Context: an optimization exercise on an open-source flow, tuned for small area, a short achievable clock period and few clock cycles per item. The choices shown serve that exercise and are no tape-out recipe.
RTL that was checked went through simulation tests only; none was proved equivalent to the original.
Power figures rest on the tool's default switching activity, not on a simulated workload.

old:
==> flow/design.v (excerpt) <==
module ioc_audio_enc (
    input  wire        clk,
    input  wire        rst,
    input  wire [1:0]  cfg_coding,
    input  wire        cfg_word_sel,
    input  wire [63:0] now_us,
    input  wire        in_valid,
    output wire        in_ready,
    input  wire [63:0] in_frame,
    output reg         out_valid,
    input  wire        out_ready,
    output reg  [7:0]  out_data,
    output reg         out_last,
    output reg  [31:0] bad_cnt
);
    localparam [1:0] C_PCM = 2'd0, C_U8 = 2'd1, C_U10 = 2'd2;
    localparam integer N = 31;
    reg rst_r;
    reg is_pcm, is_u8, is_u10, wsel_r;
    reg [1:0] coding;
    always @(posedge clk) begin
        rst_r  <= rst;
        coding <= cfg_coding;
        is_pcm <= (cfg_coding == C_PCM);
        is_u8  <= (cfg_coding == C_U8);
        is_u10 <= (cfg_coding == C_U10);
        wsel_r <= cfg_word_sel;
    end
    wire srst = rst_r;
    reg  [23:0] ir_raw;
    reg         ir_v, ir_last;
    reg  [8:0]  iidx;         
    reg  [63:0] ts;
    reg         ts_v;
    reg         in_ready_r;
    assign in_ready = in_ready_r;
    wire in_fire = in_valid & in_ready_r;
    wire [31:0] word = wsel_r ? in_frame[63:32] : in_frame[31:0];
    wire        bad  = wsel_r ? ~&in_frame[55:48] : ~&in_frame[23:16];
    reg  [31:0] bad_cy;
    integer b;
    always @* begin
        bad_cy[0] = 1'b1;
        for (b = 1; b < 32; b = b + 1) bad_cy[b] = bad_cy[b-1] & bad_cnt[b-1];
    end
    reg  [3:0]  shift;
    reg  [5:0]  umin;
    reg  [1:0]  bst;          
    reg  [5:0]  shc;
    reg         sh_up, sh_dn;
  ...
Settings: LEC_CHECK=0, CAP_MARGIN=20, CORE_MARGIN=2, CORE_UTILIZATION=40, PLACE_DENSITY=0.6, SLEW_MARGIN=20; clock period 9.0 ns.
standard.sh (not shown) runs the stock make flow with config.mk's settings and CLKGATE_MAP_FILE= SYNTH_SCRIPT=/design/flow/synth_recipe.tcl, a recipe that flattens the netlist after the stock synthesis.
==> flow/flow/run.sh <==
#!/bin/bash
set -euo pipefail
bash standard.sh synth > step_synth.log 2>&1
export SETUP_SLACK_MARGIN=6
export POST_GLOBAL_PLACE_TCL="$PWD/flow/port_bufs.tcl"
bash standard.sh finish > step_layout.log 2>&1
==> flow/flow/port_bufs.tcl <==
# POST_GLOBAL_PLACE hook: buffer_ports gives every port a clkdlybuf4s50_1
# (a delay cell). Swap those port buffers for plain buf_1 cells; the resize
# and repair steps that follow size them as the loads need.
set n 0
foreach inst [[ord::get_db_block] getInsts] {
  if {[[$inst getMaster] getName] eq "sky130_fd_sc_hd__clkdlybuf4s50_1"
      && [regexp {^(input|output)[0-9]+$} [$inst getName]]} {
    replace_cell [$inst getName] sky130_fd_sc_hd__buf_1
    incr n
  }
}
puts "port_bufs.tcl: $n port buffers now sky130_fd_sc_hd__buf_1"
Testbench counts of old, summed over its fixed seeds: cycles 45,984, blocks 96.
### old -> new
--- a/flow/design.v
+++ b/flow/design.v
@@ -43,33 +43,33 @@
         bad_cy[0] = 1'b1;
         for (b = 1; b < 32; b = b + 1) bad_cy[b] = bad_cy[b-1] & bad_cnt[b-1];
     end
     reg  [3:0]  shift;
     reg  [5:0]  umin;
     reg  [1:0]  bst;          
     reg  [5:0]  shc;
     reg         sh_up, sh_dn;
     reg  [15:0] p16;
-    reg         pz;           
+    reg  [7:0]  pt;           
     reg  [4:0]  pu;           
     reg         pdec;
     reg         p_v, p_half, p_last;
     wire [31:0] raw  = {{8{ir_raw[23]}}, ir_raw};
     wire [31:0] p    = raw << shift;
     wire [23:0] ux   = ir_raw ^ {24{ir_raw[23]}};
     wire        udec = ir_raw[23] & ~|(ux[23:1] & ~ux[22:0]);
+    reg  [7:0]  thr;
     reg  [4:0]  uval;
-    reg  [7:0]  pt;           
     integer t;
     always @* begin
         for (t = 0; t < 8; t = t + 1)
-            pt[t] = p16[15] ? (~&(p16 | ((16'd1 << (7 + t)) - 16'd1)) | (pz & ((p16 & ((16'd1 << (7 + t)) - 16'd1)) == 16'd0)))
-                            : (|(p16[14:0] >> (7 + t)));
+            thr[t] = p[31] ? (~&(p | ((32'd1 << (23 + t)) - 32'd1)) | ((p & ((32'd1 << (23 + t)) - 32'd1)) == 32'd0))
+                           : (|(p[30:0] >> (23 + t)));
         uval = 5'd31;
         for (t = 0; t < 24; t = t + 1)
             if (ux[t]) uval = 5'd30 - t[4:0];
     end
     reg  [N-1:0] v;
     reg  [12:0]  d [0:N-1];
     reg  [4:0]   cnt;         
     wire full = (cnt == 5'd31);
     reg  pop;                 
@@ -171,19 +171,19 @@
     wire f_hdr = eok & can_hdr;
     wire f_cs  = eok & can_cs;
     wire f_smp = eok & can_smp;
     wire smp_last_fire = f_smp & smp_adv & (e_idx == 5'd31);
     wire e_hdr_n = (f_hdr & (hcnt == 4'd13)) ? 1'b0 : (smp_last_fire & (e_pair == 4'd9)) ? 1'b1 : e_hdr;
     wire e_cs_n  = f_cs ? 1'b0 : smp_last_fire ? 1'b1 : e_cs;
     wire [4:0] e_ph_n = (f_smp & is_u10) ? {e_ph[3:0], e_ph[4]} : e_ph;
     wire sk_v_n  = ~oreg_ld & (sk_v | (eok & produce));
     wire ir_v_n   = in_fire | (ir_v & ~p_ld);
-    wire ir_open  = in_ready_r;
+    wire ir_open  = ~ir_v | p_ld;
     wire p_v_n    = p_ld | (p_v & ~pdone);
     wire p_half_n = p_ld ? 1'b0 : (push ? ~p_half : p_half);
     wire p_last_n = p_ld ? ir_last : p_last;
     wire v0_n     = ld[0] ? v[1] : v[0];
     wire full_n   = pop ? (push & full) : (full | (push & (cnt == 5'd30)));
     wire [1:0] bst_n = (bst != 2'd0) ? bst + 2'd1 : (pdone & p_last) ? 2'd1 : 2'd0;
     wire hold_n   = (bst_n != 2'd0) | (p_v_n & p_last_n);
     wire pop_n    = ~sk_v_n & ~e_hdr_n & (is_pcm ? v0_n : (~e_cs_n & (is_u8 | ~e_ph_n[0])));
     wire in_ready_n = ~ir_v_n | (~hold_n & (~p_v_n | ((~is_pcm | p_half_n) & (~full_n | pop_n))));
@@ -193,19 +193,19 @@
             if (ld[j]) d[j] <= d[j+1];
         if (ld[N-1]) d[N-1] <= entry;
         if (ir_open) begin
             ir_raw  <= {word[15:0], word[31:24]};
             ir_last <= (iidx == 9'd319);
         end
         if (ir_open & ~ts_v & (iidx == 9'd0)) ts <= now_us;
         if (p_ld) begin
             p16 <= p[31:16];
-            pz  <= (p[15:0] == 16'd0);
+            pt  <= thr;
             pu  <= uval;
             pdec <= udec;
         end
         if (push & ~is_pcm) begin
             if (ipos == 5'd0)       acc0 <= pt;
             else if (~ipos[4])      acc0 <= acc0 | pt;
             if (ipos == 5'd16)      acc1 <= pt;
             else if (ipos[4])       acc1 <= acc1 | pt;
         end
Results
Comparing new and old, the lower relative area change from synthesis to final layout was measured on old. new ends up with a sequential cell area that is 1.1% higher than in old. Against old, new reports a transition time of the tightest slew-check pin that is higher. old fits on a die that is smaller than the die of new. Number of setup buffers added after CTS sits higher in new than in old. Summary: time the worst path needs with I/O delays and setup, new worse than old. Adder-cell area share of the yosys netlist across new and old: no real change. Relative to old, the portion of total power attributed to the clock network of new is lower by 1.5 points. Diff old -> new: global-route usage now larger; global-route wire length before repair went up by 4.2%; sequential share of layout area went down by 0.71 points; layout sequential cell count moved up. When new is measured against old, its total wire length after detailed routing turns out about 5% higher.
For new, only the layout was checked, not whether the RTL still works.

==> static timing again, ports no longer ideal <==
No port has a modelled driver above. Below, the same layouts with a new extraction and two added sets of constraints. Step 1 sets driving cells, clkbuf_16 on the clock port and buf_2 on the other inputs (assumed; they add their load-dependent delay and slew). Step 2 adds t to the input delays and takes it off the output delays; t is the mean of the earliest and latest rising clock arrival at the registers after step 1. Input paths then give back, and output paths get back, about the clock's delay inside the block. Slacks: no drivers / after step 1 / after step 2; pairs: no drivers / after step 1.
run | shift t [ns] | setup WS [ns] | worst setup path after step 2 | clock arrival spread, ns | pins driven straight from the clock port
old | 0.660 | 5.674 / 5.674 / 5.503 | input to register | 0.024 / 0.024 | 1
new | 0.672 | 5.527 / 5.527 / 5.348 | input to register | 0.033 / 0.033 | 1
After both steps every run listed still meets setup and hold. The setup slack of new, which loses most, moves by 0.000 ns with the drivers and by -0.179 ns with both steps.
